What follows belongs to an exercise in optimizing a design on an open flow for small area, a short achievable clock period and few clock cycles per item; a production flow would make more cautious choices.

== old ==
==> flow/design.v <==
module sha256_core (
    input  wire         clk,
    input  wire         rst,
    input  wire         start,
    input  wire         first,
    input  wire [511:0] block,
    output wire         ready,
    output reg          done,
    output reg  [255:0] digest
);
    reg [5:0]  m;                
    reg [31:0] kc;               
    always @(*) begin
        case (m)
            6'd0:  kc = 32'h428a2f98;  6'd1:  kc = 32'h71374491;
            6'd2:  kc = 32'hb5c0fbcf;  6'd3:  kc = 32'he9b5dba5;
            6'd4:  kc = 32'h3956c25b;  6'd5:  kc = 32'h59f111f1;
            6'd6:  kc = 32'h923f82a4;  6'd7:  kc = 32'hab1c5ed5;
            6'd8:  kc = 32'hd807aa98;  6'd9:  kc = 32'h12835b01;
            6'd10: kc = 32'h243185be;  6'd11: kc = 32'h550c7dc3;
            6'd12: kc = 32'h72be5d74;  6'd13: kc = 32'h80deb1fe;
            6'd14: kc = 32'h9bdc06a7;  6'd15: kc = 32'hc19bf174;
            6'd16: kc = 32'he49b69c1;  6'd17: kc = 32'hefbe4786;
            6'd18: kc = 32'h0fc19dc6;  6'd19: kc = 32'h240ca1cc;
            6'd20: kc = 32'h2de92c6f;  6'd21: kc = 32'h4a7484aa;
            6'd22: kc = 32'h5cb0a9dc;  6'd23: kc = 32'h76f988da;
            6'd24: kc = 32'h983e5152;  6'd25: kc = 32'ha831c66d;
            6'd26: kc = 32'hb00327c8;  6'd27: kc = 32'hbf597fc7;
            6'd28: kc = 32'hc6e00bf3;  6'd29: kc = 32'hd5a79147;
            6'd30: kc = 32'h06ca6351;  6'd31: kc = 32'h14292967;
            6'd32: kc = 32'h27b70a85;  6'd33: kc = 32'h2e1b2138;
            6'd34: kc = 32'h4d2c6dfc;  6'd35: kc = 32'h53380d13;
            6'd36: kc = 32'h650a7354;  6'd37: kc = 32'h766a0abb;
            6'd38: kc = 32'h81c2c92e;  6'd39: kc = 32'h92722c85;
            6'd40: kc = 32'ha2bfe8a1;  6'd41: kc = 32'ha81a664b;
            6'd42: kc = 32'hc24b8b70;  6'd43: kc = 32'hc76c51a3;
            6'd44: kc = 32'hd192e819;  6'd45: kc = 32'hd6990624;
            6'd46: kc = 32'hf40e3585;  6'd47: kc = 32'h106aa070;
            6'd48: kc = 32'h19a4c116;  6'd49: kc = 32'h1e376c08;
            6'd50: kc = 32'h2748774c;  6'd51: kc = 32'h34b0bcb5;
            6'd52: kc = 32'h391c0cb3;  6'd53: kc = 32'h4ed8aa4a;
            6'd54: kc = 32'h5b9cca4f;  6'd55: kc = 32'h682e6ff3;
            6'd56: kc = 32'h748f82ee;  6'd57: kc = 32'h78a5636f;
            6'd58: kc = 32'h84c87814;  6'd59: kc = 32'h8cc70208;
            6'd60: kc = 32'h90befffa;  6'd61: kc = 32'ha4506ceb;
            6'd62: kc = 32'hbef9a3f7;  default: kc = 32'hc67178f2;
        endcase
    end
    localparam [255:0] IV = {32'h6a09e667, 32'hbb67ae85, 32'h3c6ef372, 32'ha54ff53a,
                             32'h510e527f, 32'h9b05688c, 32'h1f83d9ab, 32'h5be0cd19};
    reg         p1, p2;          
    reg         rnd;             
    reg  [5:0]  c;               
    reg         r0, r61, r62, r63, c64, c65;
    reg         rdy;
    reg         use_iv;          
    reg         blk_iv;          
    reg         sh_iv, sh_d2, sh_d3, sh_rg;
    reg         sd_iv3, sd_iv2, sd_a1, sd_a2, sd_a3, sd_rb;
    assign ready = rdy;
    wire accept = start & rdy;
    reg [31:0]  ra, rb, rc;      
    reg [31:0]  re, rf, rg;      
    reg [31:0]  t1;              
    reg [31:0]  hkw;             
    reg [31:0]  dhkw;            
    reg [31:0]  kw;              
    reg [511:0] w;               
    reg [31:0]  wc;              
    wire [31:0] s1   = {re[5:0], re[31:6]} ^ {re[10:0], re[31:11]} ^ {re[24:0], re[31:25]};
    wire [31:0] ch   = (re & rf) ^ (~re & rg);
    wire [31:0] s0   = {ra[1:0], ra[31:2]} ^ {ra[12:0], ra[31:13]} ^ {ra[21:0], ra[31:22]};
    wire [31:0] maj  = (ra & rb) ^ (ra & rc) ^ (rb & rc);
    wire [31:0] e_nx  = dhkw + s1 + ch;
    wire [31:0] t1_nx = hkw + s1 + ch;
    wire [31:0] a_nx  = t1 + s0 + maj;
    wire [31:0] w0   = w[511:480];
    wire [31:0] w1   = w[479:448];
    wire [31:0] w9   = w[223:192];
    wire [31:0] w14  = w[63:32];
    wire [31:0] ss0  = {w1[6:0], w1[31:7]} ^ {w1[17:0], w1[31:18]} ^ (w1 >> 3);
    wire [31:0] ss1  = {w14[16:0], w14[31:17]} ^ {w14[18:0], w14[31:19]} ^ (w14 >> 10);
    wire [31:0] q_s  = ss1 ^ w9 ^ ss0;
    wire [31:0] q_c  = {(ss1[30:0] & w9[30:0]) | (ss1[30:0] & ss0[30:0]) | (w9[30:0] & ss0[30:0]), 1'b0};
    wire [31:0] n_s  = q_s ^ q_c ^ w0;
    wire [31:0] n_c  = {(q_s[30:0] & q_c[30:0]) | (q_s[30:0] & w0[30:0]) | (q_c[30:0] & w0[30:0]), 1'b0};
    wire [31:0] w15  = w[31:0] + wc;
    wire [31:0] da0 = digest[255:224], da1 = digest[223:192], da2 = digest[191:160], da3 = digest[159:128];
    wire [31:0] de0 = digest[127:96],  de1 = digest[95:64],   de2 = digest[63:32],   de3 = digest[31:0];
    reg  step_e;                 
    reg  step_a;                 
    wire [31:0] iv_a = ({32{r62}} & IV[159:128]) | ({32{r63}} & IV[191:160]) |
                       ({32{c64}} & IV[223:192]) | ({32{c65}} & IV[255:224]);
    wire [31:0] iv_e = ({32{r61}} & IV[31:0])    | ({32{r62}} & IV[63:32]) |
                       ({32{r63}} & IV[95:64])   | ({32{c64}} & IV[127:96]);
    wire [31:0] sum_a = (blk_iv ? iv_a : da3) + ra;
    wire [31:0] sum_e = (blk_iv ? iv_e : de3) + re;
    wire [127:0] a_nxt = step_a ? {sum_a, da0, da1, da2} : digest[255:128];
    wire [127:0] e_nxt = step_e ? {sum_e, de0, de1, de2} : digest[127:0];
    wire [95:0] ini_e = use_iv ? IV[127:32]  : e_nxt[127:32];
    wire [95:0] ini_a = use_iv ? IV[255:160] : a_nxt[127:32];
    wire [31:0] h_src = ({32{sh_iv}} & IV[31:0]) | ({32{sh_d2}} & de2) |
                        ({32{sh_d3}} & de3)      | ({32{sh_rg}} & rg);
    wire [31:0] d_src = ({32{sd_iv3}} & IV[159:128]) | ({32{sd_iv2}} & IV[191:160]) |
                        ({32{sd_a1}} & da1) | ({32{sd_a2}} & da2) |
                        ({32{sd_a3}} & da3) | ({32{sd_rb}} & rb);
    wire [31:0] hkw_nx  = h_src + kw;
    wire [31:0] dhkw_nx = d_src + h_src + kw;
    wire [31:0] kw_nx   = kc + w0;
    always @(posedge clk) begin
        kw   <= kw_nx;
        hkw  <= hkw_nx;
        dhkw <= dhkw_nx;
        t1   <= t1_nx;
        if (p2) begin
            {re, rf, rg} <= ini_e;
        end else begin
            re <= e_nx;
            rf <= re;
            rg <= rf;
        end
        if (r0) begin
            {ra, rb, rc} <= ini_a;
        end else begin
            ra <= a_nx;
            rb <= ra;
            rc <= rb;
        end
        if (accept) begin
            w  <= block;
            wc <= 32'd0;
        end else begin
            w  <= {w[479:32], w15, n_s};
            wc <= n_c;
        end
        digest <= {a_nxt, e_nxt};
        if (accept)
            use_iv <= first;
        if (rnd & (c == 6'd60))
            blk_iv <= use_iv;
        m <= accept ? 6'd0 : m + 6'd1;
        sh_iv  <= p1 & use_iv;
        sh_d2  <= p1 & ~use_iv & r63;
        sh_d3  <= p1 & ~use_iv & ~r63;
        sh_rg  <= ~p1;
        sd_iv3 <= p1 & use_iv;
        sd_iv2 <= p2 & use_iv;
        sd_a1  <= (p1 & ~use_iv & r63) | (p2 & ~use_iv & c64);
        sd_a2  <= p2 & ~use_iv & ~c64;
        sd_a3  <= p1 & ~use_iv & ~r63;
        sd_rb  <= ~p1 & ~p2;
        c <= rnd ? c + 6'd1 : 6'd0;
        if (rst) begin
            p1   <= 1'b0;
            p2   <= 1'b0;
            rnd  <= 1'b0;
            r0   <= 1'b0;
            r61  <= 1'b0;
            r62  <= 1'b0;
            r63  <= 1'b0;
            c64  <= 1'b0;
            c65  <= 1'b0;
            done <= 1'b0;
            rdy  <= 1'b1;
            step_e <= 1'b0;
            step_a <= 1'b0;
        end else begin
            p1   <= accept;
            p2   <= p1;
            r0   <= p2;
            rnd  <= p2 | (rnd & ~r63);
            r61  <= rnd & (c == 6'd60);
            r62  <= r61;
            r63  <= r62;
            c64  <= r63;
            c65  <= c64;
            done <= c65;
            step_e <= (rnd & (c == 6'd60)) | r61 | r62 | r63;
            step_a <= r61 | r62 | r63 | c64;
            rdy  <= ~(accept | p1 | ((p2 | (rnd & ~r63)) & ~r61));
        end
    end
endmodule
clock: 9.0 ns
lec_check: 0
cap_margin: 20
core_margin: 2
core_utilization: 50
cts_buf_list: sky130_fd_sc_hd__clkbuf_8
cts_cluster_size: 20
setup_slack_margin: 5
slew_margin: 20
standard.sh (not shown) runs the stock make flow with config.mk's settings and CLKGATE_MAP_FILE= SYNTH_SCRIPT=/design/flow/synth_recipe.tcl, a recipe that flattens the netlist after the stock synthesis.
==> flow/flow/run.sh <==
#!/bin/bash
# The standard layout, with the port buffers made of the smallest buffer cell.
set -euo pipefail
bash standard.sh "BUFFER_PORTS_ARGS=-buffer_cell sky130_fd_sc_hd__buf_1" finish > standard_flow.log 2>&1
Having completed the whole flow, old delivered a layout that passed the timing, design-rule and antenna checks.
diff inputs: old => new
- a change of CORE_UTILIZATION from 50 to 65
new did not stop at any stage, and its layout met the timing, design-rule and antenna checks.
Between old and new, the number of signal-net inverters in the final layout does not differ in any meaningful way.
Utilization was higher in new than in old.
Going from old to new, final critical-path required period shrinks by 46 ps.
Comparing old and new, the lower detailed-placement wirelength estimate is on new.
Lower area growth from synthesis to layout among old and new: new
Number of signal-net buffers in the layout was lower in new than in old.
No run of this note included a check of the RTL's function; only the layout flow was run.

re-timing with driven ports:
No port has a modelled driver above. Below, the same layouts with a new extraction and two added sets of constraints.
Step 1 assumes that a clkbuf_16 drives the clock port and a buf_2 every other input.
Step 2 adds t to the input delays and takes it off the output delays; t is the mean of the earliest and latest rising clock arrival at the registers after step 1. Input paths then give back, and output paths get back, about the clock's delay inside the block.
a / b / c = no drivers / after step 1 / after step 2; a / b = the first two.
| run | t (ns) | slack for setup (ns) | cell pins on the clock port's net |
|---|---|---|---|
| old | 1.041 | 4.722 / 4.722 / 4.151 | 1 |
| new | 0.949 | 4.767 / 4.767 / 4.124 | 1 |
After both steps setup and hold are still met in every run listed. For new, which loses most, drivers alone change the setup slack by 0.000 ns; drivers and shift together by -0.643 ns.
